This is an optimization exercise on Yosys and OpenROAD, whose aim is small area, a short achievable clock period and few clock cycles, not a production implementation. In this exercise RTL edits were held to simulation tests only and were not proved equivalent to the original.

$ cat flow/config.mk
export PLATFORM = sky130hd
export DESIGN_NAME = pac_raster
export DESIGN_NICKNAME = pac_raster
export VERILOG_FILES = /design/flow/design.v
export SDC_FILE = /design/flow/constraint.sdc
export NUM_CORES = 4
export LEC_CHECK = 0
export CAP_MARGIN = 20
export CORE_MARGIN = 2
export CORE_UTILIZATION = 30
export SLEW_MARGIN = 20
$ cat flow/constraint.sdc
create_clock -name core_clock -period 12.0 [get_ports {clk}]
set_input_delay 2.4000 -clock core_clock [delete_from_list [all_inputs] [get_ports {clk}]]
set_output_delay 2.4000 -clock core_clock [all_outputs]
set_load 0.01 [all_outputs]
$ cat flow/design.v
module pac_fb (
    input  wire        clk,
    input  wire [63:0] col1,
    input  wire [31:0] row1,
    input  wire [63:0] col2,
    input  wire [31:0] row2,
    input  wire        s,
    input  wire [7:0]  rd_addr,
    output wire [7:0]  rd_data
);
    reg [63:0] pc1n, pc2n;
    reg [31:0] pr1n, pr2n;
    reg        ps;
    always @(posedge clk) begin
        pc1n <= ~col1;
        pr1n <= ~row1;
        pc2n <= ~col2;
        pr2n <= ~row2;
        ps   <= s;
    end
    wire [63:0] rows [0:31];
    genvar gy;
    generate
        for (gy = 0; gy < 32; gy = gy + 1) begin : g_row
            reg  [63:0] bits;
            wire [63:0] we = ~((pc1n | {64{pr1n[gy]}}) & (pc2n | {64{pr2n[gy]}}));
            always @(posedge clk)
                bits <= (bits & ~we) | ({64{ps}} & we);
            assign rows[gy] = bits;
        end
    endgenerate
    wire c1n = pc1n[rd_addr[5:0]];
    wire c2n = pc2n[rd_addr[5:0]];
    genvar gb;
    generate
        for (gb = 0; gb < 8; gb = gb + 1) begin : g_rd
            wire [4:0]  ry  = {rd_addr[7:6], gb[2:0]};
            wire [63:0] r   = rows[ry];
            wire        hit = ~((c1n | pr1n[ry]) & (c2n | pr2n[ry]));
            assign rd_data[gb] = hit ? ps : r[rd_addr[5:0]];
        end
    endgenerate
endmodule
module pac_line (
    input  wire       clk,
    input  wire       load,     
    input  wire       div,      
    input  wire [5:0] x0,
    input  wire [4:0] y0,
    input  wire [5:0] x1,
    input  wire [4:0] y1,
    output wire       xmaj,     
    output wire [5:0] alo,      
    output wire [5:0] ahi,      
    output wire [5:0] amn,
    output wire [5:0] blo,      
    output wire [5:0] bhi,
    output wire [5:0] bmn,
    output wire       bv,       
    output wire       last      
);
    function [7:0] pfx(input [7:0] x, input [7:0] y, input cin);
        reg [7:0] g, p, g1, p1;
        integer i, st;
        begin
            g = x & y;
            p = x ^ y;
            g[0] = g[0] | (p[0] & cin);
            g1 = g; p1 = p;
            for (st = 1; st < 8; st = st * 2) begin
                for (i = 7; i >= st; i = i - 1) begin
                    g1[i] = g1[i] | (p1[i] & g1[i - st]);
                    p1[i] = p1[i] & p1[i - st];
                end
            end
            pfx = p ^ {g1[6:0], cin};
        end
    endfunction
    function [7:0] add3(input [7:0] a, input [7:0] b, input [7:0] c, input cin);
        add3 = pfx(a ^ b ^ c, ((a & b) | (a & c) | (b & c)) << 1, cin);
    endfunction
    function [7:0] add4(input [7:0] a, input [7:0] b, input [7:0] c, input [7:0] k);
        add4 = add3(a ^ b ^ c, ((a & b) | (a & c) | (b & c)) << 1, k, 1'b0);
    endfunction
    function [9:0] r4(input [7:0] x, input [7:0] d1, input [7:0] d2, input [7:0] d3);
        reg [7:0] t1, t2, t3;
        begin
            t1 = pfx(x, ~d1, 1'b1);
            t2 = pfx(x, ~d2, 1'b1);
            t3 = pfx(x, ~d3, 1'b1);
            r4 = !t3[7] ? {2'd3, t3} : !t2[7] ? {2'd2, t2} : !t1[7] ? {2'd1, t1} : {2'd0, x};
        end
    endfunction
    function [16:0] r2(input [7:0] x, input [7:0] d1, input [7:0] d2);
        reg [7:0] t1, t2;
        begin
            t1 = pfx(x, ~d1, 1'b1);
            t2 = pfx(x, ~d2, 1'b1);
            r2 = !t1[7] ? {1'b1, t1, t2} : {1'b0, x, t1};
        end
    endfunction
    wire [5:0] dxp = x1 - x0, dxn = x0 - x1;
    wire [4:0] dyp = y1 - y0, dyn = y0 - y1;
    wire       xup = x1 > x0, yup = y1 > y0;
    wire [5:0] adx = xup ? dxp : dxn;
    wire [4:0] ady = yup ? dyp : dyn;
    wire       nxmaj = {1'b0, adx} > {2'b0, ady};
    wire [5:0] mj0 = nxmaj ? x0 : {1'b0, y0};
    wire [5:0] mj1 = nxmaj ? x1 : {1'b0, y1};
    wire [5:0] mn0 = nxmaj ? {1'b0, y0} : x0;
    wire [5:0] mn1 = nxmaj ? {1'b0, y1} : x1;
    wire       nij = nxmaj ? xup : yup;
    wire       nin = nxmaj ? yup : xup;
    wire [5:0] nw  = nin ? mn0 : ~mn0;
    wire [5:0] nwn = nin ? mn0 + 6'd1 : ~mn0 + 6'd1;
    reg       xm;
    reg [5:0] mM;           
    reg [7:0] m1, m2, m3;   
    reg [5:0] u, eu;        
    reg [5:0] w, wn, ew;    
    reg       ij, in_;      
    reg [5:0] q, Qr;
    reg       cr;
    reg [7:0] rm, rmm, R;   
    wire [9:0]  d5 = r4({6'd0, mM[5:4]}, m1, m2, m3);
    wire [9:0]  d3 = r4({d5[5:0], mM[3:2]}, m1, m2, m3);
    wire [16:0] d1 = r2({d3[6:0], mM[1]}, m1, m2);
    wire [16:0] d0 = r2({d1[14:8], mM[0]}, m1, m2);
    wire [5:0]  Q0 = {d5[9:8], d3[9:8], d1[16]};    
    wire [7:0]  R0 = d1[15:8];
    wire [7:0] P1 = pfx(R, rmm, 1'b0);
    wire [7:0] P2 = add3(R, rm, rmm, 1'b0);
    wire [7:0] P3 = pfx(R, {rmm[6:0], 1'b0}, 1'b0);
    wire [7:0] P5 = pfx(R, {rm[6:0], 1'b0}, 1'b0);
    wire       cya = !P1[7];
    wire       cyb = cya ? !P3[7] : !P2[7];
    wire [7:0] rn  = cya ? (cyb ? P3 : P2) : (cyb ? P2 : P5);
    wire [7:0] ue = {2'b0, u}, Qe = {2'b0, Qr}, qe = {2'b0, q};
    wire [7:0] s0 = pfx(ue, Qe, 1'b0);                        
    wire [7:0] sm = add3(ue, Qe, 8'hff, 1'b0);                
    wire [7:0] sp = pfx(ue, Qe, 1'b1);                        
    wire [7:0] tm = add4(ue, Qe, qe, 8'hff);                  
    wire [7:0] t0 = add3(ue, Qe, qe, 1'b0);                   
    wire [7:0] tp = add3(ue, Qe, qe, 1'b1);                   
    wire [7:0] t2 = add4(ue, Qe, qe, 8'd2);                   
    wire       la   = (w == ew);
    wire       lb   = (wn == ew);
    wire [5:0] aend = la ? eu : (cr ? s0[5:0] : sm[5:0]);
    wire [5:0] bst  = cr ? sp[5:0] : s0[5:0];
    wire [5:0] bend = lb ? eu : ((cr && cya) ? tp[5:0] : (cr || cya) ? t0[5:0] : tm[5:0]);
    wire [5:0] nu   = (cr && cya) ? t2[5:0] : (cr || cya) ? tp[5:0] : t0[5:0];
    assign xmaj = xm;
    assign alo  = ij ? u : ~u;
    assign ahi  = ij ? aend : ~aend;
    assign amn  = in_ ? w : ~w;
    assign blo  = ij ? bst : ~bst;
    assign bhi  = ij ? bend : ~bend;
    assign bmn  = in_ ? wn : ~wn;
    assign bv   = !la;
    assign last = la || lb;
    always @(posedge clk) begin
        if (load) begin
            xm  <= nxmaj;
            mM  <= nxmaj ? adx : {1'b0, ady};
            m1  <= nxmaj ? {3'b0, ady} : {3'b0, adx[4:0]};
            m2  <= nxmaj ? {2'b0, ady, 1'b0} : {2'b0, adx[4:0], 1'b0};
            m3  <= nxmaj ? {2'b0, ady, 1'b0} + {3'b0, ady} :
                           {2'b0, adx[4:0], 1'b0} + {3'b0, adx[4:0]};
            ij  <= nij;
            in_ <= nin;
            u   <= nij ? mj0 : ~mj0;
            eu  <= nij ? mj1 : ~mj1;
            w   <= nw;
            wn  <= nwn;
            ew  <= nin ? mn1 : ~mn1;
        end else if (div) begin
            q   <= {Q0[4:0], d0[16]};
            rm  <= d0[15:8];
            rmm <= d0[7:0];
            Qr  <= Q0;
            cr  <= 1'b1;
            R   <= R0;
        end else begin
            u  <= nu;
            w  <= w + 6'd2;
            wn <= wn + 6'd2;
            Qr <= q;
            cr <= cyb;
            R  <= rn;
        end
    end
endmodule
module pac_circle (
    input  wire        clk,
    input  wire        init,
    input  wire        step,
    input  wire [15:0] r,
    output wire        pair,
    output wire        nvalid,    
    output wire [15:0] x,
    output wire [15:0] y
);
    function [18:0] pfx(input [18:0] x, input [18:0] y, input cin);
        reg [18:0] g, p, g1, p1;
        integer i, st;
        begin
            g = x & y;
            p = x ^ y;
            g[0] = g[0] | (p[0] & cin);
            g1 = g; p1 = p;
            for (st = 1; st < 19; st = st * 2) begin
                for (i = 18; i >= st; i = i - 1) begin
                    g1[i] = g1[i] | (p1[i] & g1[i - st]);
                    p1[i] = p1[i] & p1[i - st];
                end
            end
            pfx = p ^ {g1[17:0], cin};
        end
    endfunction
    function [18:0] add3(input [18:0] a, input [18:0] b, input [18:0] c, input cin);
        add3 = pfx(a ^ b ^ c, ((a & b) | (a & c) | (b & c)) << 1, cin);
    endfunction
    function [18:0] add4(input [18:0] a, input [18:0] b, input [18:0] c,
                         input [18:0] k);
        add4 = add3(a ^ b ^ c, ((a & b) | (a & c) | (b & c)) << 1, k, 1'b0);
    endfunction
    reg [15:0] cx, cy;
    reg [16:0] cd;         
    reg [18:0] cerr;       
    wire [18:0] y2e  = {2'b0, cy, 1'b0};                  
    wire [18:0] y4e  = {1'b0, cy, 2'b0};                  
    wire [18:0] nd2  = ~{cd[16], cd, 1'b0};               
    wire [18:0] e1a = pfx(cerr, y2e, 1'b1);                   
    wire [18:0] e1x = add3(cerr, nd2, 19'd2, 1'b1);           
    wire [18:0] e2a = add3(cerr, y4e, 19'd4, 1'b0);           
    wire [18:0] e2x = add4(cerr, y2e, nd2, 19'd6);            
    wire xs1 = !e1a[18] && (|e1a[17:0]);
    wire xs2 = !e2a[18] && (|e2a[17:0]);
    wire d_ge1 = !cd[16] && (|cd[15:0]);
    wire d_ge2 = !cd[16] && (|cd[15:1]);
    wire d_ge3 = !cd[16] && ((|cd[15:2]) || (&cd[1:0]));
    wire v1 = xs1 ? d_ge2 : d_ge1;
    wire v2 = xs2 ? d_ge3 : d_ge2;
    assign pair   = !xs1 && d_ge1;
    assign nvalid = pair ? v2 : v1;
    assign x = cx;
    assign y = cy;
    always @(posedge clk) begin
        if (init) begin
            cx   <= r - 16'd1;
            cy   <= 16'd2;
            cd   <= {1'b0, r} - 17'd3;
            cerr <= 19'd5 - {2'b0, r, 1'b0};
        end else if (step) begin
            if (pair) begin
                cx   <= xs2 ? cx - 16'd1 : cx;
                cy   <= cy + 16'd2;
                cd   <= cd - (xs2 ? 17'd3 : 17'd2);
                cerr <= xs2 ? e2x : e2a;
            end else begin
                cx   <= xs1 ? cx - 16'd1 : cx;
                cy   <= cy + 16'd1;
                cd   <= cd - (xs1 ? 17'd2 : 17'd1);
                cerr <= xs1 ? e1x : e1a;
            end
        end
    end
endmodule
module pac_raster (
    input  wire        clk,
    input  wire        rst,
    input  wire        cmd_valid,
    output wire        cmd_ready,
    input  wire [7:0]  cmd_op,
    input  wire [7:0]  cmd_v,
    input  wire [15:0] cmd_a,
    input  wire [15:0] cmd_b,
    input  wire [15:0] cmd_c,
    input  wire [15:0] cmd_d,
    input  wire [7:0]  rd_addr,
    output wire [7:0]  rd_data
);
    localparam [7:0] OP_SETPX = 8'h01, OP_FILL = 8'h02, OP_CLEAR = 8'h03,
                     OP_LINE  = 8'h10, OP_RECT = 8'h11, OP_RECTF = 8'h12,
                     OP_CIRC  = 8'h13, OP_CIRCF = 8'h14;
    localparam [2:0] S_IDLE = 3'd0, S_LDIV = 3'd1, S_LRUN = 3'd2,
                     S_CIRC = 3'd3, S_CIRCF = 3'd4;
    reg [2:0]  state;
    reg        s;
    reg [15:0] a, b;
    function [15:0] add3(input [15:0] a, input [15:0] b, input [15:0] k, input cin);
        reg [15:0] s0, c0, g, p, g1, p1;
        integer i, st;
        begin
            s0 = a ^ b ^ k;
            c0 = ((a & b) | (a & k) | (b & k)) << 1;
            g = s0 & c0;
            p = s0 ^ c0;
            g[0] = g[0] | (p[0] & cin);
            g1 = g; p1 = p;
            for (st = 1; st < 16; st = st * 2) begin
                for (i = 15; i >= st; i = i - 1) begin
                    g1[i] = g1[i] | (p1[i] & g1[i - st]);
                    p1[i] = p1[i] & p1[i - st];
                end
            end
            add3 = p ^ {g1[14:0], cin};
        end
    endfunction
    function [31:0] add2p(input [15:0] a, input [15:0] b);
        reg [15:0] g, p, g1, p1;
        integer i, st;
        begin
            g = a & b;
            p = a ^ b;
            g1 = g; p1 = p;
            for (st = 1; st < 16; st = st * 2) begin
                for (i = 15; i >= st; i = i - 1) begin
                    g1[i] = g1[i] | (p1[i] & g1[i - st]);
                    p1[i] = p1[i] & p1[i - st];
                end
            end
            add2p = {p ^ {g1[14:0] | p1[14:0], 1'b1}, p ^ {g1[14:0], 1'b0}};
        end
    endfunction
    function [5:0] clamp_x(input [15:0] v);
        clamp_x = (v > 16'd63) ? 6'd63 : v[5:0];
    endfunction
    function [4:0] clamp_y(input [15:0] v);
        clamp_y = (v > 16'd31) ? 5'd31 : v[4:0];
    endfunction
    wire idle   = (state == S_IDLE);
    wire accept = !rst && cmd_valid && idle;
    wire s_cmd  = (cmd_op != OP_CLEAR) && (|cmd_v);
    wire [5:0] ax = clamp_x(cmd_a), cx_ = clamp_x(cmd_c);
    wire [4:0] by = clamp_y(cmd_b), dy_ = clamp_y(cmd_d);
    wire       line_axis = (ax == cx_) || (by == dy_);
    wire       l_xmaj, l_bv, l_last;
    wire [5:0] l_alo, l_ahi, l_amn, l_blo, l_bhi, l_bmn;
    pac_line u_line (
        .clk(clk), .load(idle), .div(state == S_LDIV),
        .x0(ax), .y0(by), .x1(cx_), .y1(dy_),
        .xmaj(l_xmaj),
        .alo(l_alo), .ahi(l_ahi), .amn(l_amn),
        .blo(l_blo), .bhi(l_bhi), .bmn(l_bmn),
        .bv(l_bv), .last(l_last)
    );
    wire        circ_init = idle;
    wire        circ_step = (state == S_CIRC) || (state == S_CIRCF);
    wire        c_pair, c_nvalid;
    wire [15:0] cxo, cyo;
    pac_circle u_circle (
        .clk(clk), .init(circ_init), .step(circ_step), .r(cmd_c),
        .pair(c_pair), .nvalid(c_nvalid), .x(cxo), .y(cyo)
    );
    wire [15:0] ca   = idle ? cmd_a : a;
    wire [15:0] cb   = idle ? cmd_b : b;
    wire [15:0] cxv  = idle ? cmd_c : cxo;
    wire [15:0] kx   = idle ? 16'hffff : 16'h0000;
    wire [15:0] knx  = idle ? 16'h0001 : 16'h0000;
    wire [15:0] cyv  = idle ? 16'd0 : cyo;
    wire [5:0] xpx  = clamp_x(add3(ca, cxv, kx, 1'b0));
    wire [5:0] xmx  = clamp_x(add3(ca, ~cxv, knx, 1'b1));
    wire [31:0] apy = add2p(ca, cyv);      
    wire [31:0] amy = add2p(ca, ~cyv);     
    wire [31:0] bpy = add2p(cb, cyv);
    wire [31:0] bmy = add2p(cb, ~cyv);
    wire [5:0] xpy  = clamp_x(apy[15:0]);
    wire [5:0] xmy  = clamp_x(amy[31:16]);
    wire [5:0] xpy1 = clamp_x(apy[31:16]);
    wire [5:0] xmy1 = clamp_x(amy[15:0]);
    wire [4:0] ypx  = clamp_y(add3(cb, cxv, kx, 1'b0));
    wire [4:0] ymx  = clamp_y(add3(cb, ~cxv, knx, 1'b1));
    wire [4:0] ypy  = clamp_y(bpy[15:0]);
    wire [4:0] ymy  = clamp_y(bmy[31:16]);
    wire [4:0] ypy1 = clamp_y(bpy[31:16]);
    wire [4:0] ymy1 = clamp_y(bmy[15:0]);
    wire is_circ  = (cmd_op == OP_CIRC) || (cmd_op == OP_CIRCF);
    wire c_draw   = idle ? (is_circ && cmd_c != 16'd0) :
                           (state == S_CIRC || state == S_CIRCF);
    wire c_outl   = idle ? (cmd_op == OP_CIRC) : (state == S_CIRC);
    wire c_pr     = idle ? (cmd_c > 16'd1) : c_pair;
    reg        p1v, p2v;
    reg [5:0]  c1l, c1h, c1q, c2l, c2h, c2m, c2n, c2q, c2s;
    reg [4:0]  r1l, r1h, r1q, r1s, r1t, r2l, r2h, r2q;
    reg        c1qv, r1qv, r1pv, c2mv, c2qv, c2pv, r2qv;
    reg        wr_s;
    always @(*) begin
        p1v = 1'b0; p2v = 1'b0;
        c1l = ax;  c1h = ax;  c1q = xmx; c1qv = 1'b0;
        r1l = by;  r1h = by;  r1q = ymy; r1s = ypy1; r1t = ymy1; r1qv = 1'b0; r1pv = 1'b0;
        c2l = ax;  c2h = ax;  c2m = xmy1; c2n = xpy1; c2mv = 1'b0;
        c2q = cx_; c2s = xmy1; c2qv = 1'b0; c2pv = 1'b0;
        r2l = by;  r2h = dy_; r2q = ymx; r2qv = 1'b0;
        wr_s = s;
        case (state)
            S_IDLE: begin
                wr_s = s_cmd;
                case (cmd_op)
                    OP_SETPX: p1v = 1'b1;
                    OP_FILL, OP_CLEAR: begin
                        p1v = 1'b1;
                        c1l = 6'd0; c1h = 6'd63; r1l = 5'd0; r1h = 5'd31;
                    end
                    OP_LINE: begin
                        p1v = line_axis;
                        c1l = ax; c1h = cx_; r1l = by; r1h = dy_;
                    end
                    OP_RECT: begin
                        p1v = 1'b1; p2v = 1'b1;
                        c1l = ax; c1h = cx_; r1q = dy_; r1qv = 1'b1;
                        c2q = cx_; c2qv = 1'b1;
                    end
                    OP_RECTF: begin
                        p1v = 1'b1;
                        c1l = ax; c1h = cx_; r1l = by; r1h = dy_;
                    end
                    default: ;
                endcase
                p1v = p1v & accept;
                p2v = p2v & accept;
            end
            S_LRUN: begin
                p1v = 1'b1; p2v = l_bv;
                if (l_xmaj) begin
                    c1l = l_alo; c1h = l_ahi; r1l = l_amn[4:0]; r1h = l_amn[4:0];
                    c2l = l_blo; c2h = l_bhi; r2l = l_bmn[4:0]; r2h = l_bmn[4:0];
                end else begin
                    c1l = l_amn; c1h = l_amn; r1l = l_alo[4:0]; r1h = l_ahi[4:0];
                    c2l = l_bmn; c2h = l_bmn; r2l = l_blo[4:0]; r2h = l_bhi[4:0];
                end
            end
            default: ;
        endcase
        if (c_draw) begin
            p1v = !idle || accept; p2v = !idle || accept;
            r1l = ypy; r1h = ypy; r1qv = 1'b1; r1pv = c_pr;
            r2l = ypx; r2h = ypx; r2qv = 1'b1;
            if (c_outl) begin
                c1l = xpx; c1h = xpx; c1qv = 1'b1;
                c2l = xpy; c2h = xpy; c2q = xmy; c2qv = 1'b1;
                c2m = xpy1; c2n = xpy1; c2mv = c_pr; c2pv = c_pr;
            end else begin
                c1l = xmx; c1h = xpx;
                c2l = xmy; c2h = xpy; c2mv = c_pr;
            end
        end
        if (rst) begin
            p1v = 1'b0; p2v = 1'b0;
        end
    end
    function [63:0] rng64(input [5:0] p, input [5:0] q);
        reg [63:0] tp, tq;
        begin
            tp = {64{1'b1}} << p;
            tq = {64{1'b1}} << q;
            rng64 = (tp ^ tq) | (64'd1 << p) | (64'd1 << q);
        end
    endfunction
    function [31:0] rng32(input [4:0] p, input [4:0] q);
        reg [31:0] tp, tq;
        begin
            tp = {32{1'b1}} << p;
            tq = {32{1'b1}} << q;
            rng32 = (tp ^ tq) | (32'd1 << p) | (32'd1 << q);
        end
    endfunction
    wire [63:0] col1 = rng64(c1l, c1h) | ({64{c1qv}} & (64'd1 << c1q));
    wire [31:0] row1 = {32{p1v}} & (rng32(r1l, r1h) | ({32{r1qv}} & (32'd1 << r1q)) |
                       ({32{r1pv}} & ((32'd1 << r1s) | (32'd1 << r1t))));
    wire [63:0] col2 = rng64(c2l, c2h) | ({64{c2mv}} & rng64(c2m, c2n)) |
                       ({64{c2qv}} & (64'd1 << c2q)) | ({64{c2pv}} & (64'd1 << c2s));
    wire [31:0] row2 = {32{p2v}} & (rng32(r2l, r2h) | ({32{r2qv}} & (32'd1 << r2q)));
    pac_fb u_fb (
        .clk(clk), .col1(col1), .row1(row1), .col2(col2), .row2(row2),
        .s(wr_s), .rd_addr(rd_addr), .rd_data(rd_data)
    );
    assign cmd_ready = idle;
    always @(posedge clk) begin
        if (rst) begin
            state <= S_IDLE;
        end else begin
            case (state)
                S_IDLE: begin
                    if (cmd_valid) begin
                        s <= s_cmd;
                        a <= cmd_a;
                        b <= cmd_b;
                        case (cmd_op)
                            OP_LINE:  if (!line_axis) state <= S_LDIV;
                            OP_CIRC:  if (cmd_c > 16'd2) state <= S_CIRC;
                            OP_CIRCF: if (cmd_c > 16'd2) state <= S_CIRCF;
                            default: ;
                        endcase
                    end
                end
                S_LDIV: state <= S_LRUN;
                S_LRUN: if (l_last) state <= S_IDLE;
                S_CIRC, S_CIRCF: if (!c_nvalid) state <= S_IDLE;
                default: state <= S_IDLE;
            endcase
        end
    end
endmodule
$ cat flow/run.sh
#!/bin/bash
# synth_recipe.tcl (not shown) runs the flow's synth.tcl, then flattens the netlist and writes it again
# the make line also repeats each setting of config.mk as NAME=value (left out here)
make -C /OpenROAD-flow-scripts/flow DESIGN_CONFIG=/design/flow/config.mk WORK_HOME=/design/flow/orfs CLKGATE_MAP_FILE= SYNTH_SCRIPT=/design/flow/synth_recipe.tcl finish
==> impl_metrics.json, run 1 <==
{
  "clockRootBuffer": "clkbuf_16",
  "busiest_layer": "met2",
  "fin_area_um2": 162000,
  "syn_inst": 12900,
  "tightestPinTransition_ps": 1230,
  "status": "no timing/DRC/antenna violations",
  "maxCapViolCount": 0,
  "finalHoldViolCount": 0,
  "endpoint_kind": "output port",
  "grt_pass1_wl_mm": 845,
  "cp.required_ps": 9600,
  "finalMaxSlewViolations": 0,
  "ant_nets": 0,
  "global_route.usage.met1": 0.305,
  "critPathMaxStageDelay_ps": 830,
  "ys_seq_area_frac": 0.485,
  "ctsLongestPathBuffers": 4,
  "finalCritPeriodShare": 0.804,
  "start_util": 0.301,
  "crit_type": "in2out",
  "ys_top_cells_by_count": "edfxtp_1 (2220), o22ai_1 (2128), clkbuf_1 (1262), nand2_1 (781), mux4_2 (723)",
  "worstPathCellList": "buf_8 > buf_4 > mux4_2 > mux4_2 > mux2i_1 > nand2_1 > o211ai_1 > o211ai_1 > o21ai_0 > o21ai_0 > clkdlybuf4s50_1",
  "period_needed_ps": 9650,
  "setup_violations": 0,
  "hold_buffers": 0,
  "gp_congestion": 1.03,
  "crit_start": "rd_addr[6]",
  "die_w_um": 702,
  "path_buf_inv": 3,
  "first_pass_iters": 8,
  "skew_ps": 89.1,
  "grt-ovfl-total": 0,
  "synth.top_cell.area_share": 0.456,
  "rows": 256,
  "placed_cell_area_um2": 153000,
  "vias_per_cell": 6.34,
  "grt_usage": 0.231,
  "reg2regPathDepth": 36,
  "fillers": 48600,
  "avgSynthCellArea_um2": 11.3,
  "wire_per_inst_um": 31.4,
  "hp-class": "reg2reg",
  "drt_iter0_drc": 17100,
  "ys_warn_count": 4,
  "routed_wl_mm": 594,
  "async_reset_ff_frac": 0,
  "antenna_found_initial": 33,
  "postCtsSetupRepairBufs": 0,
  "crit_arrival_ps": 7250,
  "slew_headroom": 0.178,
  "dp_slack_ps": 1730,
  "crit_family": "multiplexers",
  "final_core_util": 0.334,
  "dieArea_um2": 493000,
  "slowest_stage": "mux2i_1",
  "h-tree-depth": 5,
  "cts_tree": "done",
  "clock.fmax_ghz": 0.104,
  "core_um2": 486000,
  "insertion_delay_ps": 960,
  "ys_ff_latch": 2432,
  "chipHeight_um": 702,
  "cts_buffers": 278,
  "yosys_most_used_dff": "edfxtp_1",
  "hpwl_mm": 389,
  "crit_fanout": 66,
  "min_from": "s$_DFFE_PP_",
  "use_met2": 0.353,
  "grt_pass1_vias": 115000,
  "cts.repair.resized": 0,
  "rsz0062_at_grt": "false",
  "syn_area_um2": 146000,
  "drive_gt1_frac": 0.147,
  "hold_depth": 2,
  "port_buffers": 99,
  "synthDistinctLibCells": 124,
  "syn2layout_area_growth_pct": 10.9,
  "postLayoutSetupSlackWorst_ps": 2350,
  "synth_area_leaders": "edfxtp_1 (46%), mux4_2 (11%), o22ai_1 (9.1%)",
  "drc": 0,
  "nNetsFinal": 12800,
  "vias": 120000,
  "startpoint_type": "primary input",
  "cts_sinks": 2432,
  "grt_max_degree": 264,
  "yosysTopAreaCell": "edfxtp_1",
  "io_pins": 100,
  "grt_use_met3": 0.0605,
  "cp.depth": 11,
  "reg2reg_from": "u_line.m1[1]$_DFFE_PP_",
  "synth_most_common_cell": "edfxtp_1",
  "cts.clk_slew.worst_paths_ps": 60,
  "synth-edff-count": 2220,
  "fin_tns_setup_ps": 0
}
stage by stage:
stage | hold WS [ps] | cells
6_report | 497 | 18900
5_1_grt | 544 | 18900
4_1_cts | 517 | 18900
3_5_place_dp | 474 | 18400
3_3_place_gp | 473 | 18400
2_1_floorplan | 415 | 12900
final cells by class:
| cell class | instances | area, µm² | share of cell area |
|---|---|---|---|
| Timing Repair Buffer | 507 | 4270 | 0.0263 |
| Inverter | 425 | 1600 | 0.00987 |
| Clock buffer | 351 | 7480 | 0.0461 |
| Multi-Input combinational cell | 8578 | 68300 | 0.422 |
| Sequential cell | 2432 | 71200 | 0.439 |
| Tap cell | 6450 | 8070 | 0.0498 |
| Clock inverter | 152 | 1200 | 0.00738 |
| Antenna cell | 8 | 20.0 | 0.000123 |
cell usage in the layout, fill, tap and decap left out, drive strengths merged, types with 51 or more instances in the layout:
master,count
dfxtp,212
nor4,79
xor2,142
mux4,723
mux2i,111
and3,51
clkdlybuf4s50,93
nor3,250
o211ai,100
inv,431
ha,413
o21ai,487
a21o,127
nor2,666
nand3,205
or3,67
a21oi,550
edfxtp,2220
nand2,782
a211oi,96
a31oi,118
or2,65
xnor2,301
nand2b,69
nor2b,64
o31ai,75
o21a,65
fa,96
buf,414
nand4,56
clkbuf,351
o22ai,2128
clkinv,123
per-layer routing:
metal  wire [µm]  vias up
li1            -    49600
met1      228000    60800
met2      261000     7960
met3       71300     1435
met4       33300       30
met5         240        -
worst paths after layout:
kind | end | slack [ps]
worst max-delay path | rd_data[0] | 2350
worst min-delay path | u_fb.ps$_DFF_P_ | 500
worst max register to register | u_line.rm[6]$_DFFE_PP_ | 2410
worst min register to register | u_fb.ps$_DFF_P_ | 500
logic make-up after synthesis:
kind of cell    after synthesis  share of synthesized area
compound gates             4268                      0.188
xor+xnor                    444                     0.0267
fa+ha+maj                   509                     0.0485
buf+inv                    1901                     0.0497
flops                      2432                      0.485
mux                         868                      0.122
other cells                   1                  0.0000257
simple gates               2487                     0.0800
worst reg2reg max path, delay by kind of cell, from the launching register on:
kind | cells | cell delay (ps)
XOR/XNOR | 2 | 340
adder cells (fa/ha/maj) | 5 | 1780
AND/OR/NAND/NOR | 9 | 1990
buffers and inverters | 4 | 910
flip-flops | 1 | 450
AO/OA/AOI/OAI | 15 | 3520
multiplexers | 1 | 320
Testbench counts, summed over its fixed seeds: cycles 5,699.
==> run 2: changes to the inputs <==
--- a/flow/config.mk
+++ b/flow/config.mk
@@ -9,3 +9,5 @@
 export CORE_MARGIN = 2
 export CORE_UTILIZATION = 30
+export SETUP_SLACK_MARGIN = 4
 export SLEW_MARGIN = 20
+export TNS_END_PERCENT = 100
==> impl_metrics.json, run 2 <==
{
  "status": "no timing/DRC/antenna violations",
  "async_reset_ff_frac": 0,
  "yosys_most_used_dff": "edfxtp_1",
  "cts.clk_slew.worst_paths_ps": 60,
  "finalCritPeriodShare": 0.683,
  "cp.required_ps": 9600,
  "synth-edff-count": 2220,
  "fillers": 48200,
  "fin_tns_setup_ps": 0,
  "syn_area_um2": 146000,
  "maxCapViolCount": 0,
  "die_w_um": 702,
  "synth.top_cell.area_share": 0.456,
  "cts_tree": "done",
  "finalHoldViolCount": 0,
  "slew_headroom": 0.179,
  "finalMaxSlewViolations": 0,
  "rsz0062_at_grt": "true",
  "whs_ps": 503,
  "synth_area_leaders": "edfxtp_1 (46%), mux4_2 (11%), o22ai_1 (9.1%)",
  "gp_congestion": 1.03,
  "final_core_util": 0.342,
  "ys_seq_area_frac": 0.485,
  "core_um2": 486000,
  "final_cell_mix": "edfxtp_1 (2220), o22ai_1 (2124), nand2_1 (773)",
  "crit_type": "in2out",
  "drive_gt1_frac": 0.169,
  "clock.fmax_ghz": 0.122,
  "dieArea_um2": 493000,
  "hpwl_mm": 389,
  "ctsLongestPathBuffers": 4,
  "antenna_found_initial": 42,
  "ys_top_cells_by_count": "edfxtp_1 (2220), o22ai_1 (2128), clkbuf_1 (1262), nand2_1 (781), mux4_2 (723)",
  "grt_pass1_vias": 116000,
  "cts_buffers": 278,
  "drc": 0,
  "clockRootBuffer": "clkbuf_16",
  "worstPathCellList": "buf_16 > buf_16 > buf_12 > mux4_2 > mux4_2 > mux4_2 > mux4_2 > mux2_4 > buf_6",
  "syn2layout_area_growth_pct": 13.6,
  "port_buffers": 99,
  "path_buf_inv": 4,
  "endpoint_kind": "output port",
  "slowest_stage": "mux4_2",
  "synthDistinctLibCells": 124,
  "vias_per_cell": 6.38,
  "grt-ovfl-total": 0,
  "crit_top_cell": "mux4_2",
  "crit_arrival_ps": 5790,
  "setup_violations": 0,
  "rows": 256,
  "period_needed_ps": 8190,
  "ant_nets": 0,
  "wire_per_inst_um": 31.9,
  "startpoint_type": "primary input",
  "first_pass_iters": 6,
  "crit_fanout": 7,
  "io_pins": 100,
  "skew_ps": 83.0,
  "ys_warn_count": 4,
  "tightestPinTransition_ps": 1230,
  "critPathMaxStageDelay_ps": 700,
  "ys_ff_latch": 2432,
  "syn_inst": 12900,
  "start_util": 0.301,
  "h-tree-depth": 5,
  "routed_wl_mm": 610,
  "grt_usage": 0.237,
  "grt_max_degree": 264,
  "final_common_cell": "edfxtp_1",
  "yosysTopAreaCell": "edfxtp_1",
  "hold_buffers": 0,
  "insertion_delay_ps": 970,
  "synth_most_common_cell": "edfxtp_1",
  "crit_family": "multiplexers",
  "grt_pass1_wl_mm": 860,
  "chipHeight_um": 702,
  "hp-class": "reg2reg",
  "drt_iter0_drc": 18500,
  "vias": 122000,
  "cts_sinks": 2432,
  "avgSynthCellArea_um2": 11.3,
  "nNetsFinal": 13000
}
==> run 2: final cells by class <==
cell class | instances | area, µm² | area share
antenna | 18 | 45.0 | 0.000271
clock buffer | 351 | 7480 | 0.0450
clock inverter | 152 | 1200 | 0.00720
inverter | 425 | 1610 | 0.00972
multi-input combinational | 8578 | 69000 | 0.416
sequential | 2432 | 71200 | 0.429
tap | 6450 | 8070 | 0.0486
timing repair buffer | 682 | 7440 | 0.0448
timing repair inverter | 1 | 5.00 | 0.0000301
==> run 2: layer usage <==
metal | up-vias | share of wire | global-route usage
li1 | 50000 | - | -
met1 | 61500 | 0.38 | 0.311
met2 | 8617 | 0.44 | 0.360
met3 | 1583 | 0.13 | 0.0631
met4 | 32 | 0.058 | 0.117
met5 | - | 0.00036 | 0
==> run 2: tightest hold or removal path: cells and delay by family (launching register included) <==
family	cells	cell delay, ps
DFF	1	320
and+or+nand+nor	2	120
==> run 2: timing repair <==
item,CTS,global route
pin swaps,7,17
gates resized for setup,232,135
setup endpoints to repair,195,209
cloned,41,8
buffers inserted,69,58
==> run 2: cells by family after synthesis <==
group,synth area share
AO/OA/AOI/OAI,0.188
multiplexers,0.122
adder cells (fa/ha/maj),0.0485
XOR/XNOR,0.0267
other,0.0000257
buffers and inverters,0.0497
AND/OR/NAND/NOR,0.0800
flip-flops,0.485
==> run 2: metrics by stage <==
stage,setup WS [ps],cell area (µm²),instances
after floorplan,638,146000,12900
after global placement,1610,153000,18400
after detailed placement,1730,153000,18400
after CTS,3710,165000,19000
after global routing,3810,166000,19100
final,3810,166000,19100
==> run 2: worst paths after layout <==
check / to / slack, ps / from / depth (start not counted)
worst max-delay path: rd_data[3] / 3810 / rd_addr[6] / 9
worst min-delay path: u_fb.ps$_DFF_P_ / 500 / s$_DFFE_PP_ / 2
worst max register to register: u_fb.pr1n[1]$_DFF_P_ / 4160 / state[2]$_SDFFE_PP0P_ / 22
worst min register to register: u_fb.ps$_DFF_P_ / 500 / s$_DFFE_PP_ / 2
==> run 3: changes to the inputs <==
--- a/flow/design.v
+++ b/flow/design.v
@@ -25,18 +25,15 @@
             reg  [63:0] bits;
             wire [63:0] we = ~((pc1n | {64{pr1n[gy]}}) & (pc2n | {64{pr2n[gy]}}));
+            wire [63:0] nxt = (bits & ~we) | ({64{ps}} & we);
             always @(posedge clk)
-                bits <= (bits & ~we) | ({64{ps}} & we);
-            assign rows[gy] = bits;
+                bits <= nxt;
+            assign rows[gy] = nxt;
         end
     endgenerate
-    wire c1n = pc1n[rd_addr[5:0]];
-    wire c2n = pc2n[rd_addr[5:0]];
     genvar gb;
     generate
         for (gb = 0; gb < 8; gb = gb + 1) begin : g_rd
-            wire [4:0]  ry  = {rd_addr[7:6], gb[2:0]};
-            wire [63:0] r   = rows[ry];
-            wire        hit = ~((c1n | pr1n[ry]) & (c2n | pr2n[ry]));
-            assign rd_data[gb] = hit ? ps : r[rd_addr[5:0]];
+            wire [63:0] r = rows[{rd_addr[7:6], gb[2:0]}];
+            assign rd_data[gb] = r[rd_addr[5:0]];
         end
     endgenerate
--- a/flow/config.mk
+++ b/flow/config.mk
@@ -9,5 +9,5 @@
 export CORE_MARGIN = 2
 export CORE_UTILIZATION = 30
-export SETUP_SLACK_MARGIN = 4
+export SETUP_SLACK_MARGIN = 4.5
 export SLEW_MARGIN = 20
 export TNS_END_PERCENT = 100
==> impl_metrics.json, run 3 <==
{
  "clock.fmax_ghz": 0.125,
  "syn_inst": 17600,
  "synth_area_leaders": "dfxtp_1 (30%), mux2_2 (16%), o22ai_1 (8.8%)",
  "synthDistinctLibCells": 110,
  "top_layer": "met5",
  "ys_seq_area_frac": 0.335,
  "finalCritPeriodShare": 0.664,
  "syn_area_um2": 150000,
  "nNetsFinal": 17500,
  "ys_ff_latch": 2432,
  "yosysTopAreaCell": "dfxtp_1",
  "grt_usage": 0.244,
  "ys_warn_count": 4,
  "period_needed_ps": 7970,
  "ys_top_cells_by_count": "nor2_1 (2637), dfxtp_1 (2260), mux2_2 (2149), o22ai_1 (2120), clkbuf_1 (1622)",
  "crit_family": "multiplexers",
  "grt_pass1_wl_mm": 947,
  "port_buffers": 99,
  "cts.clk_slew.worst_paths_ps": 50,
  "crit_type": "in2out",
  "grt_pass1_vias": 136000,
  "placed_cell_area_um2": 157000,
  "final_common_cell": "nor2_1",
  "grt_max_degree": 230,
  "yosys_most_used_dff": "dfxtp_1",
  "start_util": 0.301,
  "hold_buffers": 0,
  "wl_met3_mm": 72.0,
  "clockRootBuffer": "clkbuf_16",
  "routed_wl_mm": 661,
  "ant_nets": 0,
  "tightestPinTransition_ps": 1210,
  "ctsLongestPathBuffers": 4,
  "chipHeight_um": 712,
  "maxCapViolCount": 0,
  "setup_violations": 0,
  "whs_ps": 471,
  "final_cell_mix": "nor2_1 (2613), dfxtp_1 (2148), mux2_2 (2146)",
  "finalMaxSlewViolations": 0,
  "crit_start": "rd_addr[6]",
  "wl_met2_mm": 280,
  "hp-class": "reg2reg",
  "slew_headroom": 0.191,
  "gp_congestion": 0.986,
  "endpoint_kind": "output port",
  "max_flop_register": "u_fb.g_row.bits",
  "min_from": "u_fb.g_row[3].bits[44]$_DFF_P_",
  "slowest_stage": "mux4_2",
  "fin_tns_setup_ps": 0,
  "hpwl_mm": 395,
  "dieArea_um2": 507000,
  "status": "no timing/DRC/antenna violations",
  "rows": 260,
  "vias": 144000,
  "io_pins": 100,
  "reg_top3": "u_fb.g_row.bits (2048), u_fb.pc1n (64), u_fb.pc2n (64)",
  "reg2reg_from": "u_line.mM[5]$_SDFFCE_PN0P_",
  "grt-ovfl-total": 0,
  "synth_most_common_cell": "nor2_1",
  "ff2ff_setup_slack_ps": 4730,
  "insertion_delay_ps": 980,
  "core_um2": 500000,
  "startpoint_type": "primary input",
  "critPathMaxStageDelay_ps": 580,
  "skew_ps": 87.8,
  "wire_per_inst_um": 27.8,
  "syn2layout_area_growth_pct": 15.1,
  "finalHoldViolCount": 0,
  "crit_fanout": 7,
  "cp.required_ps": 9600,
  "postLayoutSetupSlackWorst_ps": 4030,
  "drt_iter0_drc": 18500,
  "drive_gt1_frac": 0.230,
  "worstPathCellList": "buf_16 > inv_16 > buf_16 > buf_16 > buf_8 > nor2_4 > a22oi_2 > nand2_1 > mux4_2 > mux4_2 > mux4_2 > mux2_4 > buf_6",
  "synth.top_cell.area_share": 0.301,
  "dp_slack_ps": 2220,
  "fin_area_um2": 173000,
  "path_buf_inv": 6,
  "avgSynthCellArea_um2": 8.55,
  "cts_tree": "done",
  "vias_per_cell": 6.06,
  "drc": 0,
  "h-tree-depth": 5,
  "antenna_found_initial": 46,
  "synth-edff-count": 172,
  "cts_buffers": 278,
  "cts_sinks": 2432,
  "rsz0062_at_grt": "true",
  "async_reset_ff_frac": 0,
  "fillers": 51200,
  "first_pass_iters": 7,
  "crit_arrival_ps": 5570,
  "die_w_um": 712,
  "largest_register_ffs": 2048,
  "wl_met1_mm": 265
}
-- run 3: worst reg2reg max path: cells and delay by family (launching register included) --
| family | cells | cell delay (ps) |
|---|---|---|
| compound gates | 15 | 3200 |
| fa+ha+maj | 5 | 1400 |
| mux | 2 | 730 |
| simple gates | 5 | 650 |
| flops | 1 | 510 |
| buf+inv | 2 | 300 |
| xor+xnor | 1 | 170 |
-- run 3: final timing paths --
| kind | to | cells past startpoint |
|---|---|---|
| worst min register to register | u_fb.g_row[3].bits[44]$_DFF_P_ | 1 |
| worst min-delay path | u_fb.g_row[3].bits[44]$_DFF_P_ | 1 |
| worst max-delay path | rd_data[0] | 13 |
| worst max register to register | u_line.rm[2]$_DFFE_PP_ | 30 |
-- run 3: routing by layer --
metal	vias to the layer above	GRT usage
met5	-	0
met4	28	0.137
met3	1933	0.0547
met2	8787	0.370
met1	70900	0.320
li1	62800	-
-- run 3: cell type report --
cell class / instances / area, µm² / share of cell area
Timing Repair Buffer: 741 / 9710 / 0.0560
Clock buffer: 414 / 8270 / 0.0477
Antenna cell: 30 / 75.1 / 0.000433
Multi-Input combinational cell: 13000 / 93400 / 0.539
Sequential cell: 2432 / 50700 / 0.293
Tap cell: 6681 / 8360 / 0.0482
Timing Repair inverter: 8 / 81.3 / 0.000469
Inverter: 403 / 1600 / 0.00923
Clock inverter: 78 / 1000 / 0.00578
-- run 3: per-stage QoR --
step | util | std cells
5_1_grt | 0.346 | 23800
3_3_place_gp | 0.313 | 23000
6_report | 0.346 | 23800
4_1_cts | 0.343 | 23700
3_5_place_dp | 0.313 | 23000
2_1_floorplan | - | 17600
-- run 3: repair_timing --
action,CTS,global route
setup buffers,116,54
hold endpoints to repair,0,0
resized for setup,418,208
cloned,109,21
pin swaps,66,51
endpoints found under the setup margin,267,228
-- run 3: cells by family after synthesis --
group,count (synthesis),share of synthesized area
other,1,0.0000249
DFF,2432,0.335
AOI/OAI and AO/OA,4199,0.178
buffers and inverters,2148,0.0541
and+or+nand+nor,5260,0.153
muxes,2610,0.206
xor gates and xnor gates,438,0.0256
adders and majority gates,510,0.0472
Testbench counts of run 3, summed over its fixed seeds: cycles 5,699.
==> run 4: changes to the inputs <==
--- a/flow/design.v
+++ b/flow/design.v
@@ -25,15 +25,18 @@
             reg  [63:0] bits;
             wire [63:0] we = ~((pc1n | {64{pr1n[gy]}}) & (pc2n | {64{pr2n[gy]}}));
-            wire [63:0] nxt = (bits & ~we) | ({64{ps}} & we);
             always @(posedge clk)
-                bits <= nxt;
-            assign rows[gy] = nxt;
+                bits <= (bits & ~we) | ({64{ps}} & we);
+            assign rows[gy] = bits;
         end
     endgenerate
+    wire c1n = pc1n[rd_addr[5:0]];
+    wire c2n = pc2n[rd_addr[5:0]];
     genvar gb;
     generate
         for (gb = 0; gb < 8; gb = gb + 1) begin : g_rd
-            wire [63:0] r = rows[{rd_addr[7:6], gb[2:0]}];
-            assign rd_data[gb] = r[rd_addr[5:0]];
+            wire [4:0]  ry  = {rd_addr[7:6], gb[2:0]};
+            wire [63:0] r   = rows[ry];
+            wire        hit = ~((c1n | pr1n[ry]) & (c2n | pr2n[ry]));
+            assign rd_data[gb] = hit ? ps : r[rd_addr[5:0]];
         end
     endgenerate
@@ -147,12 +150,19 @@
     wire [5:0] bend = lb ? eu : ((cr && cya) ? tp[5:0] : (cr || cya) ? t0[5:0] : tm[5:0]);
     wire [5:0] nu   = (cr && cya) ? t2[5:0] : (cr || cya) ? tp[5:0] : t0[5:0];
+    wire [7:0] Q0e = {2'b0, Q0};
+    wire [7:0] d_end = pfx(ue, Q0e, 1'b0);                    
+    wire [7:0] d_nu  = pfx(ue, Q0e, 1'b1);                    
+    wire [7:0] d_p1  = pfx(R0, d0[7:0], 1'b0);                
+    wire [7:0] d_p4  = pfx(R0, d0[15:8], 1'b0);               
+    wire       d_c   = !d_p1[7];
+    wire [5:0] a_end = div ? d_end[5:0] : aend;
     assign xmaj = xm;
     assign alo  = ij ? u : ~u;
-    assign ahi  = ij ? aend : ~aend;
+    assign ahi  = ij ? a_end : ~a_end;
     assign amn  = in_ ? w : ~w;
     assign blo  = ij ? bst : ~bst;
     assign bhi  = ij ? bend : ~bend;
     assign bmn  = in_ ? wn : ~wn;
-    assign bv   = !la;
+    assign bv   = !la && !div;
     assign last = la || lb;
     always @(posedge clk) begin
@@ -175,7 +185,10 @@
             rm  <= d0[15:8];
             rmm <= d0[7:0];
-            Qr  <= Q0;
-            cr  <= 1'b1;
-            R   <= R0;
+            u   <= d_nu[5:0];
+            w   <= wn;
+            wn  <= wn + 6'd1;
+            Qr  <= {Q0[4:0], d0[16]};
+            cr  <= d_c;
+            R   <= d_c ? d_p1 : d_p4;
         end else begin
             u  <= nu;
@@ -418,5 +431,5 @@
                 p2v = p2v & accept;
             end
-            S_LRUN: begin
+            S_LDIV, S_LRUN: begin
                 p1v = 1'b1; p2v = l_bv;
                 if (l_xmaj) begin
--- a/flow/config.mk
+++ b/flow/config.mk
@@ -9,5 +9,5 @@
 export CORE_MARGIN = 2
 export CORE_UTILIZATION = 30
-export SETUP_SLACK_MARGIN = 4.5
+export SETUP_SLACK_MARGIN = 4
 export SLEW_MARGIN = 20
 export TNS_END_PERCENT = 100
==> impl_metrics.json, run 4 <==
{
  "gp_congestion": 0.998,
  "antenna_found_initial": 35,
  "reg2regPathDepth": 40,
  "cp.required_ps": 12720,
  "hold_buffers": 0,
  "ys_ff_latch": 2426,
  "ant_nets": 0,
  "synth_top_family_by_area": "compound AO/OA/AOI/OAI gates",
  "crit_arrival_ps": 9190,
  "finalHoldViolCount": 0,
  "cts_sinks": 2426,
  "endpoint_kind": "register",
  "cts_tree": "done",
  "cts_buffers": 274,
  "vias_per_cell": 6.44,
  "fillers": 48700,
  "fin_tns_setup_ps": 0,
  "critPathMaxStageDelay_ps": 490,
  "avgSynthCellArea_um2": 11.3,
  "crit_top_cell": "ha_4",
  "insertion_delay_ps": 950,
  "hp-class": "reg2reg",
  "clockRootBuffer": "clkbuf_16",
  "min_to": "u_circle.cy[6]$_SDFFE_PP0P_",
  "synth_most_common_cell": "edfxtp_1",
  "min_from": "u_circle.cy[6]$_SDFFE_PP0P_",
  "yosys_most_used_dff": "edfxtp_1",
  "hpwl_mm": 380,
  "final_core_util": 0.344,
  "clock.fmax_ghz": 0.118,
  "crit_type": "reg2reg",
  "setup_violations": 0,
  "dp_slack_ps": 641,
  "reg2reg_from": "u_line.m1[0]$_DFFE_PP_",
  "syn2layout_area_growth_pct": 14.3,
  "synthDistinctLibCells": 118,
  "start_util": 0.301,
  "io_pins": 100,
  "grt-ovfl-total": 0,
  "ys_seq_area_frac": 0.477,
  "grt_max_degree": 274,
  "yosysTopAreaCell": "edfxtp_1",
  "synth_compound_area_frac": 0.189,
  "synth_simple_gate_area_frac": 0.0841,
  "final_common_cell": "edfxtp_1",
  "synth_xor_area_frac": 0.0276,
  "vias": 125000,
  "port_buffers": 99,
  "syn_inst": 13200,
  "nNetsFinal": 13300,
  "hold_depth": 1,
  "ys_top_cells_by_count": "edfxtp_1 (2198), o22ai_1 (2142), clkbuf_1 (1229), mux4_2 (724), nand2_1 (697)",
  "routed_wl_mm": 607,
  "core_um2": 493000,
  "ys_warn_count": 4,
  "finalMaxSlewViolations": 0,
  "postLayoutSetupSlackWorst_ps": 3530,
  "chipHeight_um": 707,
  "drc": 0,
  "h-tree-depth": 5,
  "synth.top_cell.area_share": 0.446,
  "slowest_stage": "fa_1",
  "status": "no timing/DRC/antenna violations",
  "first_pass_iters": 9,
  "wire_per_inst_um": 31.3,
  "ctsLongestPathBuffers": 4,
  "tightestPinTransition_ps": 1430,
  "cts.clk_slew.worst_paths_ps": 60,
  "rsz0062_at_grt": "true",
  "drt_iter0_drc": 19100,
  "grt_usage": 0.230,
  "async_reset_ff_frac": 0,
  "crit_fanout": 8,
  "grt_pass1_vias": 118000,
  "finalCritPeriodShare": 0.706,
  "ff2ff_setup_slack_ps": 3530,
  "die_w_um": 707,
  "rows": 258,
  "maxCapViolCount": 0,
  "synth_area_leaders": "edfxtp_1 (45%), mux4_2 (11%), o22ai_1 (9.1%)",
  "skew_ps": 99.2,
  "synth_mux_area_frac": 0.124,
  "dieArea_um2": 499000,
  "reg2reg_to": "u_line.R[1]$_DFFE_PN_",
  "final_cell_mix": "edfxtp_1 (2198), o22ai_1 (2139), mux4_2 (724)",
  "synthAdderAreaFrac": 0.0491,
  "grt_pass1_wl_mm": 858,
  "period_needed_ps": 8470,
  "syn_area_um2": 148000,
  "synth-edff-count": 2198,
  "startpoint_type": "register",
  "slew_headroom": 0.0480,
  "drive_gt1_frac": 0.182
}
## run 4: cell count changes in the layout (fill, tap and decap cells not counted), sizes merged, moves of 28 or more
cell	before	now
mux2	2152	49
dfxtp	2260	228
edfxtp	172	2198
nor2	2643	653
nor3	1021	299
mux4	179	724
mux2i	279	151
clkbuf	438	357
nand2	773	699
clkinv	56	122
buf	601	662
nor4	74	104
a211oi	102	130
## run 4: repair_timing
| item | 4_1_cts | 5_1_grt |
|---|---|---|
| setup buffers | 129 | 100 |
| setup endpoints to repair | 261 | 227 |
| resized for setup | 339 | 270 |
| hold endpoints to repair | 0 | 0 |
| gates cloned | 29 | 11 |
| pin swaps | 59 | 66 |
## run 4: stage by stage
step           std cells  area (µm²)  hold slack, ps
2_1_floorplan      13200      148000             415
3_3_place_gp       18600      155000             558
3_5_place_dp       18600      155000             572
4_1_cts            19300      167000             595
5_1_grt            19400      169000             618
6_report           19400      169000             578
## run 4: cell type report
class	instances	area [µm²]	share of cell area
timing repair buffer	768	7840	0.0463
sequential	2426	70800	0.418
antenna	27	67.6	0.000399
inverter	411	1570	0.00929
multi-input combinational	8808	72200	0.427
clock inverter	144	1290	0.00761
tap	6500	8130	0.0481
clock buffer	348	7310	0.0432
## run 4: routing by layer
layer  GRT usage  vias to the layer above  wire length (µm)
met5           0                        -               123
met4       0.108                       16             34700
met3      0.0627                     1797             78000
met2       0.351                     9308            266000
met1       0.303                    62800            228000
li1            -                    51200                 -
## run 4: cells by family after synthesis
logic type,after synthesis
AOI/OAI and AO/OA,4326
xor gates and xnor gates,461
adders and majority gates,524
buffers and inverters,1932
DFF,2426
muxes,923
other,1
and+or+nand+nor,2565
## run 4: how the worst max path moves through the flow
stage,from,to,slack (ps)
3_5_place_dp,u_line.m1[0]$_DFFE_PP_,u_line.R[1]$_DFFE_PN_,640
6_report,u_line.m1[0]$_DFFE_PP_,u_line.R[1]$_DFFE_PN_,3530
4_1_cts,u_line.mM[5]$_SDFFCE_PN0P_,u_line.R[0]$_DFFE_PP_,3520
3_3_place_gp,u_line.m1[0]$_DFFE_PP_,u_line.R[1]$_DFFE_PN_,640
5_1_grt,u_line.m3[2]$_DFFE_PP_,u_line.R[0]$_DFFE_PP_,3110
2_1_floorplan,u_fb.ps$_DFF_P_,rd_data[1],640
## run 4: critical path: cells and delay by family, from the launching register on
family / cells / cell delay (ps)
AO/OA/AOI/OAI: 18 / 2740
multiplexers: 1 / 300
adder cells (fa/ha/maj): 8 / 2470
buffers and inverters: 3 / 370
AND/OR/NAND/NOR: 8 / 1520
XOR/XNOR: 2 / 400
flip-flops: 1 / 480
Testbench counts of run 4, summed over its fixed seeds: cycles 5,536.
==> run 5: changes to the inputs <==
--- a/flow/design.v
+++ b/flow/design.v
@@ -153,7 +153,9 @@
     wire [7:0] d_end = pfx(ue, Q0e, 1'b0);                    
     wire [7:0] d_nu  = pfx(ue, Q0e, 1'b1);                    
-    wire [7:0] d_p1  = pfx(R0, d0[7:0], 1'b0);                
-    wire [7:0] d_p4  = pfx(R0, d0[15:8], 1'b0);               
-    wire       d_c   = !d_p1[7];
+    wire [7:0] d_y   = add3(R0, {R0[6:0], 1'b0}, {7'd0, mM[0]}, 1'b0);
+    wire [7:0] d_y1  = pfx(d_y, ~m1, 1'b1);                   
+    wire [7:0] d_y2  = pfx(d_y, ~m2, 1'b1);                   
+    wire [7:0] d_r   = !d_y2[7] ? d_y2 : !d_y1[7] ? d_y1 : d_y;
+    wire       d_c   = !d_y2[7] ? 1'b1 : !d_y1[7] ? !d0[16] : 1'b0;
     wire [5:0] a_end = div ? d_end[5:0] : aend;
     assign xmaj = xm;
@@ -190,5 +192,5 @@
             Qr  <= {Q0[4:0], d0[16]};
             cr  <= d_c;
-            R   <= d_c ? d_p1 : d_p4;
+            R   <= d_r;
         end else begin
             u  <= nu;
@@ -259,7 +261,7 @@
         if (init) begin
             cx   <= r - 16'd1;
-            cy   <= 16'd2;
-            cd   <= {1'b0, r} - 17'd3;
-            cerr <= 19'd5 - {2'b0, r, 1'b0};
+            cy   <= 16'd3;
+            cd   <= {1'b0, r} - 17'd4;
+            cerr <= 19'd10 - {2'b0, r, 1'b0};
         end else if (step) begin
             if (pair) begin
@@ -391,8 +393,15 @@
     wire c_outl   = idle ? (cmd_op == OP_CIRC) : (state == S_CIRC);
     wire c_pr     = idle ? (cmd_c > 16'd1) : c_pair;
+    wire c_tr     = idle && (cmd_c > 16'd2);
+    wire [31:0] ap2 = add2p(cmd_a, 16'd1);        
+    wire [31:0] am2 = add2p(cmd_a, 16'hfffe);     
+    wire [31:0] bp2 = add2p(cmd_b, 16'd1);
+    wire [31:0] bm2 = add2p(cmd_b, 16'hfffe);
+    wire [5:0] xp2 = clamp_x(ap2[31:16]), xm2 = clamp_x(am2[15:0]);
+    wire [4:0] yp2 = clamp_y(bp2[31:16]), ym2 = clamp_y(bm2[15:0]);
     reg        p1v, p2v;
-    reg [5:0]  c1l, c1h, c1q, c2l, c2h, c2m, c2n, c2q, c2s;
-    reg [4:0]  r1l, r1h, r1q, r1s, r1t, r2l, r2h, r2q;
-    reg        c1qv, r1qv, r1pv, c2mv, c2qv, c2pv, r2qv;
+    reg [5:0]  c1l, c1h, c1q, c2l, c2h, c2m, c2n, c2q, c2s, c2u;
+    reg [4:0]  r1l, r1h, r1q, r1s, r1t, r1u, r2l, r2h, r2q;
+    reg        c1qv, r1qv, r1pv, r1uv, c2mv, c2qv, c2pv, c2uv, r2qv;
     reg        wr_s;
     always @(*) begin
@@ -400,4 +409,5 @@
         c1l = ax;  c1h = ax;  c1q = xmx; c1qv = 1'b0;
         r1l = by;  r1h = by;  r1q = ymy; r1s = ypy1; r1t = ymy1; r1qv = 1'b0; r1pv = 1'b0;
+        r1u = ym2; r1uv = 1'b0; c2u = xm2; c2uv = 1'b0;
         c2l = ax;  c2h = ax;  c2m = xmy1; c2n = xpy1; c2mv = 1'b0;
         c2q = cx_; c2s = xmy1; c2qv = 1'b0; c2pv = 1'b0;
@@ -455,4 +465,12 @@
                 c2l = xmy; c2h = xpy; c2mv = c_pr;
             end
+            if (c_tr) begin
+                r1q = yp2; r1u = ym2; r1uv = 1'b1;
+                if (c_outl) begin
+                    c2q = xp2; c2u = xm2; c2uv = 1'b1;
+                end else begin
+                    c2l = xm2; c2h = xp2; c2q = xpy; c2qv = 1'b1;
+                end
+            end
         end
         if (rst) begin
@@ -478,7 +496,9 @@
     wire [63:0] col1 = rng64(c1l, c1h) | ({64{c1qv}} & (64'd1 << c1q));
     wire [31:0] row1 = {32{p1v}} & (rng32(r1l, r1h) | ({32{r1qv}} & (32'd1 << r1q)) |
-                       ({32{r1pv}} & ((32'd1 << r1s) | (32'd1 << r1t))));
+                       ({32{r1pv}} & ((32'd1 << r1s) | (32'd1 << r1t))) |
+                       ({32{r1uv}} & (32'd1 << r1u)));
     wire [63:0] col2 = rng64(c2l, c2h) | ({64{c2mv}} & rng64(c2m, c2n)) |
-                       ({64{c2qv}} & (64'd1 << c2q)) | ({64{c2pv}} & (64'd1 << c2s));
+                       ({64{c2qv}} & (64'd1 << c2q)) | ({64{c2pv}} & (64'd1 << c2s)) |
+                       ({64{c2uv}} & (64'd1 << c2u));
     wire [31:0] row2 = {32{p2v}} & (rng32(r2l, r2h) | ({32{r2qv}} & (32'd1 << r2q)));
     pac_fb u_fb (
@@ -499,6 +519,6 @@
                         case (cmd_op)
                             OP_LINE:  if (!line_axis) state <= S_LDIV;
-                            OP_CIRC:  if (cmd_c > 16'd2) state <= S_CIRC;
-                            OP_CIRCF: if (cmd_c > 16'd2) state <= S_CIRCF;
+                            OP_CIRC:  if (cmd_c > 16'd4) state <= S_CIRC;
+                            OP_CIRCF: if (cmd_c > 16'd4) state <= S_CIRCF;
                             default: ;
                         endcase
==> impl_metrics.json, run 5 <==
{
  "status": "no timing/DRC/antenna violations",
  "crit_type": "reg2reg",
  "rows": 257,
  "drive_gt1_frac": 0.184,
  "postLayoutSetupSlackWorst_ps": 3550,
  "grt_usage": 0.231,
  "grt_pass1_wl_mm": 860,
  "finalMaxSlewViolations": 0,
  "dp_slack_ps": 930,
  "drc": 0,
  "ys_seq_area_frac": 0.478,
  "gp_congestion": 1.02,
  "ctsLongestPathBuffers": 4,
  "syn2layout_area_growth_pct": 14.9,
  "start_util": 0.301,
  "tightestPinTransition_ps": 1290,
  "io_pins": 100,
  "cts_buffers": 273,
  "insertion_delay_ps": 1050,
  "synthDistinctLibCells": 120,
  "slowest_stage": "fa_2",
  "drt_iter0_drc": 17200,
  "fin_tns_setup_ps": 0,
  "ff2ff_setup_slack_ps": 3550,
  "skew_ps": 131,
  "crit_arrival_ps": 9110,
  "hpwl_mm": 382,
  "min_from": "u_line.w[1]$_DFF_P_",
  "cts_tree": "done",
  "cp.required_ps": 12660,
  "synth-edff-count": 2198,
  "vias": 124000,
  "reg2regPathDepth": 39,
  "reg2reg_to": "u_line.R[6]$_DFFE_PN_",
  "routed_wl_mm": 606,
  "yosys_most_used_dff": "edfxtp_1",
  "synth.top_cell.area_share": 0.447,
  "grt-ovfl-total": 0,
  "synth_most_common_cell": "edfxtp_1",
  "vias_per_cell": 6.35,
  "crit_fanout": 6,
  "critPathMaxStageDelay_ps": 540,
  "whs_ps": 594,
  "final_cell_mix": "edfxtp_1 (2198), o22ai_1 (2120), nand2_1 (760)",
  "endpoint_kind": "register",
  "cts_sinks": 2426,
  "syn_area_um2": 148000,
  "cts.clk_slew.worst_paths_ps": 60,
  "wire_per_inst_um": 31.0,
  "ys_ff_latch": 2426,
  "first_pass_iters": 9,
  "grt_max_degree": 261,
  "setup_violations": 0,
  "syn_inst": 13200,
  "maxCapViolCount": 0,
  "clock.fmax_ghz": 0.118,
  "die_w_um": 706,
  "core_um2": 490000,
  "synth_area_leaders": "edfxtp_1 (45%), mux4_2 (11%), o22ai_1 (9.0%)",
  "ant_nets": 0,
  "crit_top_cell": "ha_4",
  "nNetsFinal": 13500,
  "slew_headroom": 0.143,
  "hp-class": "reg2reg",
  "avgSynthCellArea_um2": 11.2,
  "async_reset_ff_frac": 0,
  "period_needed_ps": 8450,
  "hold_depth": 1,
  "chipHeight_um": 706,
  "reg2reg_from": "u_line.m1[0]$_DFFE_PP_",
  "antenna_found_initial": 42,
  "port_buffers": 99,
  "dieArea_um2": 498000,
  "grt_pass1_vias": 118000,
  "finalCritPeriodShare": 0.704,
  "clockRootBuffer": "clkbuf_16",
  "min_to": "u_line.w[1]$_DFF_P_",
  "startpoint_type": "register",
  "rsz0062_at_grt": "true",
  "h-tree-depth": 5,
  "yosysTopAreaCell": "edfxtp_1",
  "ys_top_cells_by_count": "edfxtp_1 (2198), o22ai_1 (2123), clkbuf_1 (1207), nand2_1 (784), mux4_2 (729)",
  "ys_warn_count": 4,
  "finalHoldViolCount": 0,
  "final_common_cell": "edfxtp_1"
}
==> run 5: changes by cell type in the layout (fill, tap and decap cells not counted), moves of 51 or more <==
| cell | change |
|---|---|
| o21ai_1 | +55 |
| o21ai_0 | +69 |
| nand2_1 | +77 |
| a21oi_1 | +79 |
| a211oi_1 | -51 |
| nor2_1 | +57 |
==> run 5: how the worst max path moves through the flow <==
stage          slack, ps                   start               endpoint  depth (start not counted)
4_1_cts             3520  u_line.m1[0]$_DFFE_PP_  u_line.R[6]$_DFFE_PN_                         39
5_1_grt             3210  u_line.m1[0]$_DFFE_PP_  u_line.R[6]$_DFFE_PN_                         40
3_5_place_dp         930  u_line.m1[0]$_DFFE_PP_  u_line.R[6]$_DFFE_PN_                         40
6_report            3550  u_line.m1[0]$_DFFE_PP_  u_line.R[6]$_DFFE_PN_                         39
3_3_place_gp         950  u_line.m1[0]$_DFFE_PP_  u_line.R[6]$_DFFE_PN_                         41
2_1_floorplan        640         u_fb.ps$_DFF_P_             rd_data[0]                          1
==> run 5: critical path: cells and delay by family, from the launching register on <==
kind	cells	cell delay [ps]
xor gates and xnor gates	1	170
DFF	1	500
muxes	2	470
buffers and inverters	4	270
AOI/OAI and AO/OA	14	1990
adders and majority gates	10	3110
and+or+nand+nor	8	1660
==> run 5: layout make-up <==
class | count | area (µm²)
diodes | 24 | 60.1
clock buffers | 369 | 7420
clock inverters | 126 | 1110
fillers | 48600 | 320000
inverters | 442 | 1680
multi-input cells | 8900 | 72200
flip-flops and latches | 2426 | 70800
well taps | 6475 | 8100
repair buffers | 801 | 8250
==> run 5: metal layers <==
| layer | part of all wire | global-route usage | vias to the layer above |
|---|---|---|---|
| met1 | 0.38 | 0.308 | 62500 |
| met3 | 0.12 | 0.0569 | 1680 |
| met5 | 0.00022 | 0 | - |
| met4 | 0.056 | 0.114 | 14 |
| met2 | 0.44 | 0.350 | 8687 |
| li1 | - | - | 51400 |
==> run 5: cells by family after synthesis <==
logic type               after synthesis  synth area share
multiplexers                         865             0.121
flip-flops                          2426             0.478
other                                  1         0.0000254
XOR/XNOR                             495            0.0295
AO/OA/AOI/OAI                       4398             0.189
adder cells (fa/ha/maj)              543            0.0509
buffers and inverters               1910            0.0494
AND/OR/NAND/NOR                     2593            0.0827
==> run 5: stage by stage <==
stage          instances  instance area [µm²]   util
2_1_floorplan      13200               148000      -
3_3_place_gp       18800               155000  0.316
3_5_place_dp       18800               155000  0.316
4_1_cts            19400               167000  0.341
5_1_grt            19500               170000  0.346
6_report           19600               170000  0.346
==> run 5: timing repair <==
| item | CTS | global route |
|---|---|---|
| endpoints found under the setup margin | 249 | 223 |
| hold buffers | 0 | 0 |
| buffers inserted | 145 | 92 |
| pin swaps | 72 | 104 |
| resized for setup | 389 | 341 |
| cloned | 41 | 10 |
Testbench counts of run 5, summed over its fixed seeds: cycles 5,370.

-- re-timing with driven ports --
How much do the figures lean on ideal ports? The routed layouts below were timed once more, with nothing changed but the port constraints. Step 1 assumes that a clkbuf_16 drives the clock port and a buf_2 every other input. Step 2 also shifts input and output timing later by t, the mid clock arrival at the registers, as if the neighbouring blocks saw the same clock. Three values: ideal, step 1, step 2; two values: the first two.
run	t (ns)	slack for setup (ns)	clock arrival spread, ns
run 1	1.027	2.349 / 2.281 / 1.460	0.089 / 0.090
run 2	1.040	3.810 / 3.208 / 3.071	0.088 / 0.088
run 3	1.071	4.027 / 3.533 / 3.533	0.089 / 0.089
run 4	1.012	3.528 / 3.246 / 2.982	0.099 / 0.099
run 5	1.080	3.550 / 3.177 / 3.054	0.136 / 0.136
After both steps setup and hold are still met in every run listed. For run 1, which loses most, drivers alone change the setup slack by -0.068 ns; drivers and shift together by -0.889 ns.
